Context: an optimization exercise on an open-source flow, tuned for small area, a short achievable clock period and few clock cycles. The choices shown serve that exercise and are no tape-out recipe.
At most, simulation tests tie the RTL to the original design; equivalence was not proved.
Power figures rest on the tool's default switching activity, not on a simulated workload.

Design fbp_framer_rx, start of the top module:
module fbp_framer_rx (
    input  wire        clk,
    input  wire        rst,
    input  wire        in_valid,
    input  wire [7:0]  in_data,
    output wire        in_ready,
    output reg         ev_valid,
    output reg  [1:0]  ev_kind,
    output reg  [4:0]  ev_type,
    output reg  [10:0] ev_id,
    output reg  [15:0] ev_meta,
    output reg  [7:0]  ev_len,
    output reg         pl_valid,
    output reg  [7:0]  pl_data,
    output reg         pl_last,
    output reg         busy,
    output reg  [31:0] stat_ignored,
    output reg  [31:0] stat_resync
);
Size in the first run: about 5,500 cells after synthesis, roughly 2,500 flip-flops, about 130 I/O pins, ~68,000 um2 of cells after synthesis.
export LEC_CHECK = 0
export ABC_AREA = 1
export CAP_MARGIN = 20
export CORE_MARGIN = 2
export CORE_UTILIZATION = 50
export PLACE_DENSITY = 0.65
export SLEW_MARGIN = 20
create_clock -name core_clock -period 12.0 [get_ports {clk}]
standard.sh (not shown) runs the stock make flow with config.mk's settings and CLKGATE_MAP_FILE= SYNTH_SCRIPT=/design/flow/synth_recipe.tcl, a recipe that flattens the netlist after the stock synthesis.
==> flow/flow/run.sh <==
#!/bin/bash
# Standard layout, with the setup repair aiming at a tighter slack than the clock needs
# and a clock tree built from larger sink clusters without dummy loads.
set -euo pipefail
export SETUP_SLACK_MARGIN=8.6
export CTS_ARGS="-sink_clustering_enable -repair_clock_nets -sink_clustering_size 35 -sink_clustering_max_diameter 60 -buf_list {sky130_fd_sc_hd__clkbuf_8 sky130_fd_sc_hd__clkbuf_16} -dont_use_dummy_load"
bash standard.sh > standard_flow.log 2>&1
The first run went through all stages and came out clean.
Rerun with:
--- a/flow/design.v
+++ b/flow/design.v
@@ -83,23 +83,23 @@
     reg  [8:0]     wp;
     reg            wal;          
     reg  [4:0]     wtap;         
     wire           wr = vq && wal;
     assign in_ready = rdy;
     wire [8*L-1:0] ring_rot = {ring[7:0], ring[8*L-1:8]};
     integer j;
     reg [8*L-1:0] ring_nx;
     always @* begin
         ring_nx = ring_rot;
         for (j = 0; j < K; j = j + 1)
-            if (wr && wtap == j)
+            if (j % 2 == 0 && wr && wtap == j)
                 ring_nx[8*((j*M + L - 1) % L) +: 8] = in_q;
     end
     always @(posedge clk)
         ring <= ring_nx;
     function [7:0] tap_rd(input [4:0] t);
         integer k;
         begin
             tap_rd = 8'd0;
             for (k = 0; k < K; k = k + 1)
                 if (t == k) tap_rd = ring[8*(k*M) +: 8];
         end
@@ -110,24 +110,26 @@
     reg        byp;          
     reg [7:0]  rb;
     reg        rbv;
     reg [2:0]  state;
     reg [8:0]  sp2;          
     reg [3:0]  n;            
     reg [8:0]  rem;          
     reg        last;         
     reg        is_sync;
     reg [31:0] crc;
     reg        crc_ok;
+    reg [8:0]  ign_d;
     reg        prev55;       
     reg        found;        
+    reg        err_d;
     reg        d_act;
     reg        dal;
     reg [4:0]  dtap;
     reg [8:0]  d_a;
     reg [7:0]  d_cnt;
     reg        dz;           
     reg [2:0]  d_ph;         
     reg [8:0]  q_s [0:QD-1];
     reg [1:0]  q_wr, q_rd;
     reg [2:0]  q_n;
     reg [8:0]  tail_r;
@@ -221,53 +223,58 @@
     wire [7:0] d_tap   = tap_rd(dtap);
     wire       d_rd    = d_act && dal;           
     wire       d_out   = d_rd && d_ph == 3'd0;   
     wire       d_done  = d_out && dz;
     wire       d_free  = !d_act || d_done;
     wire       q_push  = cons && do_disp && is_data;
     wire       q_pop   = d_free && q_n != 3'd0;
     wire [8:0] q_head  = q_s[q_rd];
     wire [8:0] cand_tail = (state == S_SOF1 || state == S_SOF2) ? fa : sp2;
     wire [8:0] tail = d_act ? d_a : (q_n != 3'd0) ? q_head : cand_tail;
     wire       acc    = in_valid && rdy;
-    wire       wal_nx = wr || (wp[3:0] == tn[3:0]);
+    wire [4:0] wt_nx  = tapidx(wp, tn);
+    wire       wal_nx = wr || (wp[3:0] == tn[3:0] && !wt_nx[0]);
     wire       vq_hold = vq && !wr;
     wire [8:0] wp1    = padd(wp, 4'd1);
     always @(posedge clk)
         rst_q <= rst;
     always @(posedge clk) begin
         begin
             tn   <= padd(tn, 4'd1);
             if (acc) in_q <= in_data;
             vq   <= acc || vq_hold;
             if (wr) wp <= wp1;
             wal  <= wal_nx;
-            if (!wr) wtap <= tapidx(wp, tn);
+            if (!wr) wtap <= wt_nx;
             rdy  <= !rst && space_ok && (acc ? wal_nx : (!vq_hold || wal_nx));
             tail_r   <= tail;
             space_ok <= (psub(wp, tail_r) <= L - 6);
             if (f_load) rb <= byp ? in_q : f_tap;
             rbv <= jump ? 1'b0 : f_take ? 1'b1 : cons ? 1'b0 : rbv;
             if (jump) begin
                 fa   <= sp2;
                 fal  <= (sp2[3:0] == tn[3:0]);
                 ftap <= tapidx(sp2, tn);
                 byp  <= 1'b0;
             end else if (f_take) begin
                 fa   <= fa1;
                 byp  <= wr ? byp : (fa1 == wp);
             end else begin
                 fal  <= (fa[3:0] == tn[3:0]);
                 ftap <= tapidx(fa, tn);
                 byp  <= wr ? 1'b0 : byp;
             end
+            stat_ignored <= stat_ignored + {23'd0, ign_d};
+            stat_resync  <= stat_resync + {31'd0, err_d};
+            ign_d <= 9'd0;
+            err_d <= 1'b0;
             ev_valid <= 1'b0;
             ev_type  <= h_type;
             ev_id    <= h_id;
             ev_meta  <= h_meta;
             ev_len   <= h_len;
             ev_kind  <= (cons && do_err) ? EV_ERROR : is_data ? EV_DATA : EV_LINK;
             if (cons) begin
                 state <= nx_state;
                 if (nx_sp) sp2 <= fa1;
                 if (sp_fa) sp2 <= fa;
                 prev55 <= b55;
@@ -290,26 +297,26 @@
                 end
                 crc_ok <= (crc32_byte(crc, rb) == CRC_RESIDUE);
                 if (n == 4'd3) h_id[7:0] <= rb;
                 if (n == 4'd4 && state == S_DHDR) begin
                     h_len  <= rb;
                     lc_exp <= lencrc(rb);
                     rem    <= {1'b0, rb} + 9'd9;
                     last   <= 1'b0;
                 end
                 if (n == 4'd6) h_meta[7:0]  <= rb;
                 if (n == 4'd7) h_meta[15:8] <= rb;
-                stat_ignored <= stat_ignored + (!do_rej ? {30'd0, ign} : found ? 32'd2 : {23'd0, ign_fa});
+                ign_d <= !do_rej ? {7'd0, ign} : found ? 9'd2 : ign_fa;
                 if (do_err && is_sync) begin
                     is_sync  <= 1'b0;
-                    stat_resync <= stat_resync + 32'd1;
+                    err_d    <= 1'b1;
                     ev_valid <= !rst;
                 end
                 if (do_disp) begin
                     is_sync  <= 1'b1;
                     ev_valid <= !rst;
                 end
             end
             pl_valid <= d_out && !rst;
             pl_data  <= d_tap;
             pl_last  <= dz;
             if (q_pop) begin
@@ -348,22 +355,24 @@
         if (rst_q) begin
             tn           <= 9'd1;
             vq           <= 1'b0;
             rdy          <= 1'b0;
             wp           <= 9'd0;
             fa           <= 9'd0;
             fal          <= 1'b0;
             byp          <= 1'b1;
             rbv          <= 1'b0;
             state        <= S_SOF1;
             is_sync      <= 1'b1;
+            ign_d        <= 9'd0;
+            err_d        <= 1'b0;
             d_act        <= 1'b0;
             q_n          <= 3'd0;
             q_wr         <= 2'd0;
             q_rd         <= 2'd0;
             space_ok     <= 1'b0;
             tail_r       <= 9'd0;
             ev_valid     <= 1'b0;
             pl_valid     <= 1'b0;
             busy         <= 1'b0;
             stat_ignored <= 32'd0;
             stat_resync  <= 32'd0;
Effect:
- The changed run finished clean
- utilization went down by 0.17 points
- synthesized area came out lower by 0.98%
- total power came out lower by 1.6%
- routed wire length decreases by 4.8%
- setup slack improves by 0.98 ns
- fmax grows by 26%
- final area is lower by 1.5%
- global-route usage went down by 0.69 points
- count of clock-buffer cells in the layout is higher by 1
- sequential power hardly moves
- non-clock buffer count is lower by 37
Function was not checked in any run of this note: the RTL went through the layout flow alone.


fbp_framer_rx, a different RTL version from the one above (not shown whole).
Size in the first run: ~5,300 cells after synthesis, about 130 I/O pins, roughly 0.068 mm2 of cells after synthesis.
// fbp_framer_rx
module fbp_framer_rx (
    input  wire        clk,
    input  wire        rst,
    input  wire        in_valid,
    input  wire [7:0]  in_data,
    output wire        in_ready,
    output reg         ev_valid,
    output reg  [1:0]  ev_kind,
    output reg  [4:0]  ev_type,
    output reg  [10:0] ev_id,
    output reg  [15:0] ev_meta,
    output reg  [7:0]  ev_len,
    output reg         pl_valid,
    output reg  [7:0]  pl_data,
    output reg         pl_last,
    output reg         busy,
    output reg  [31:0] stat_ignored,
    output reg  [31:0] stat_resync
);
clock: 12.0 ns
lec_check: 0
abc_area: 1
cap_margin: 20
core_margin: 2
core_utilization: 50
place_density: 0.65
slew_margin: 20
Scripts as last shown in full above: flow/flow/run.sh
Next try:
--- a/flow/design.v
+++ b/flow/design.v
@@ -48,21 +48,12 @@
         reg [5:0] d;
         begin
             d = {1'b0, a[8:4]} - {1'b0, t[8:4]};
             tapidx = d[5] ? d[4:0] + K : d[4:0];
         end
     endfunction
-    function [5:0] dtapidx(input [8:0] a, input [8:0] t);
-        reg [3:0] dl;
-        reg [5:0] d;
-        begin
-            dl = a[3:0] - t[3:0];
-            d  = {1'b0, a[8:4]} - {1'b0, t[8:4]} - {5'd0, a[3:0] < t[3:0]};
-            dtapidx = {(d[5] ? d[4:0] + K : d[4:0]), dl[3]};
-        end
-    endfunction
     function [7:0] lencrc(input [7:0] x);
         reg [7:0] c;
         integer i;
         begin
             c = x;
             for (i = 0; i < 8; i = i + 1)
@@ -122,20 +113,12 @@
         begin
             tap_rd = 8'd0;
             for (k = 0; k < K; k = k + 1)
                 if (t == k) tap_rd = ring[8*(k*M) +: 8];
         end
     endfunction
-    function [7:0] dtap_rd(input [5:0] t);
-        integer k;
-        begin
-            dtap_rd = 8'd0;
-            for (k = 0; k < 2*K; k = k + 1)
-                if (t == k) dtap_rd = ring[8*(k*M/2) +: 8];
-        end
-    endfunction
     function [7:0] tap_rd_even(input [4:0] t);
         integer k;
         begin
             tap_rd_even = 8'd0;
             for (k = 0; k < K; k = k + 2)
                 if (t == k) tap_rd_even = ring[8*(k*M) +: 8];
@@ -158,13 +141,13 @@
     reg [8:0]  ign_d;
     reg        prev55;       
     reg        found;        
     reg        err_d;
     reg        d_act;
     reg        dal;
-    reg [5:0]  dtap;
+    reg [4:0]  dtap;
     reg [8:0]  d_a;
     reg [7:0]  d_cnt;
     reg        dz;           
     reg [2:0]  d_ph;         
     reg [8:0]  q_s [0:QD-1];
     reg [1:0]  q_wr, q_rd;
@@ -264,13 +247,13 @@
     wire [10:0] ci_s   = {1'b0, stat_ignored[9:0]} + {2'd0, ign_d};
     wire        c_pend = ci_s[10] || inc8(stat_ignored[17:10], ci_c[0]) >> 8 ||
                          inc8(stat_ignored[25:18], ci_c[1]) >> 8 ||
                          inc8(stat_resync[7:0], err_d) >> 8 ||
                          inc8(stat_resync[15:8], rs_c[0]) >> 8 ||
                          inc8(stat_resync[23:16], rs_c[1]) >> 8;
-    wire [7:0] d_tap   = dtap_rd(dtap);
+    wire [7:0] d_tap   = tap_rd(dtap);
     wire       d_rd    = d_act && dal;           
     wire       d_out   = d_rd && d_ph == 3'd0;   
     wire       d_done  = d_out && dz;
     wire       d_free  = !d_act || d_done;
     wire       q_push  = cons && do_disp && is_data;
     wire       q_pop   = d_free && q_n != 3'd0;
@@ -373,14 +356,14 @@
             pl_data  <= d_tap;
             pl_last  <= dz;
             if (q_pop) begin
                 d_act <= 1'b1;
                 d_a   <= q_head;
                 d_ph  <= 3'd4;
-                dal   <= (q_head[2:0] == tn[2:0]);
-                dtap  <= dtapidx(q_head, tn);
+                dal   <= (q_head[3:0] == tn[3:0]);
+                dtap  <= tapidx(q_head, tn);
                 q_rd  <= q_rd + 2'd1;
             end else begin
                 if (d_done) d_act <= 1'b0;
                 if (d_rd) begin
                     d_a   <= padd(d_a, 4'd1);
                     if (d_ph != 3'd0) d_ph <= d_ph - 3'd1;
@@ -390,14 +373,14 @@
                     end
                     if (d_out) begin
                         d_cnt <= d_cnt - 8'd1;
                         dz    <= (d_cnt == 8'd1);
                     end
                 end else begin
-                    dal  <= (d_a[2:0] == tn[2:0]);
-                    dtap <= dtapidx(d_a, tn);
+                    dal  <= (d_a[3:0] == tn[3:0]);
+                    dtap <= tapidx(d_a, tn);
                 end
             end
             q_n <= q_n + {2'd0, q_push} - {2'd0, q_pop};
             if (q_push) begin
                 q_s[q_wr] <= padd(sp2, 4'd2);
                 q_wr      <= q_wr + 2'd1;
=> Global-route usage went down by 1.9 points. Final area went down by 3.4%. Sequential cell count went down by 1. Sequential power is about the same. Via count went down by 7.7%. Worst hold slack is worse by 0.014 ns. Clock skew went down by 0.0034 ns. Critical path depth went down by 24. Worst setup slack is better by 0.16 ns. Total power went down by 3.8%. Utilization went down by 1.1 points.
Testbench counts after the change, summed over its fixed seeds: cycles 41,969.
Only the layout flow was run in the first run of this note; the RTL was not checked for function there.

re-timing with driven ports:
How much do the figures lean on ideal ports? The routed layouts below were timed once more, with nothing changed but the port constraints. Step 1 sets driving cells, clkbuf_16 on the clock port and buf_2 on the other inputs (assumed; they add their load-dependent delay and slew). Step 2 adds t to the input delays and takes it off the output delays; t is the mean of the earliest and latest rising clock arrival at the registers after step 1. Input paths then give back, and output paths get back, about the clock's delay inside the block. Slacks: ideal ports / drivers / drivers and shift; pairs: ideal ports / drivers.
run | t, ns | slack for setup (ns) | latest minus earliest clock arrival (ns)
the first run of note 1 | 0.799 | 7.315 / 7.315 / 7.315 | 0.135 / 0.135
the second run of note 1 | 0.822 | 8.296 / 8.217 / 8.119 | 0.143 / 0.142
the first run of note 2 | 0.811 | 8.216 / 8.216 / 8.166 | 0.129 / 0.130
the second run of note 2 | 0.787 | 8.371 / 8.296 / 7.992 | 0.155 / 0.155
After both steps setup and hold are still met in every run listed. The setup slack of the second run of note 2, which loses most, moves by -0.075 ns with the drivers and by -0.379 ns with both steps.
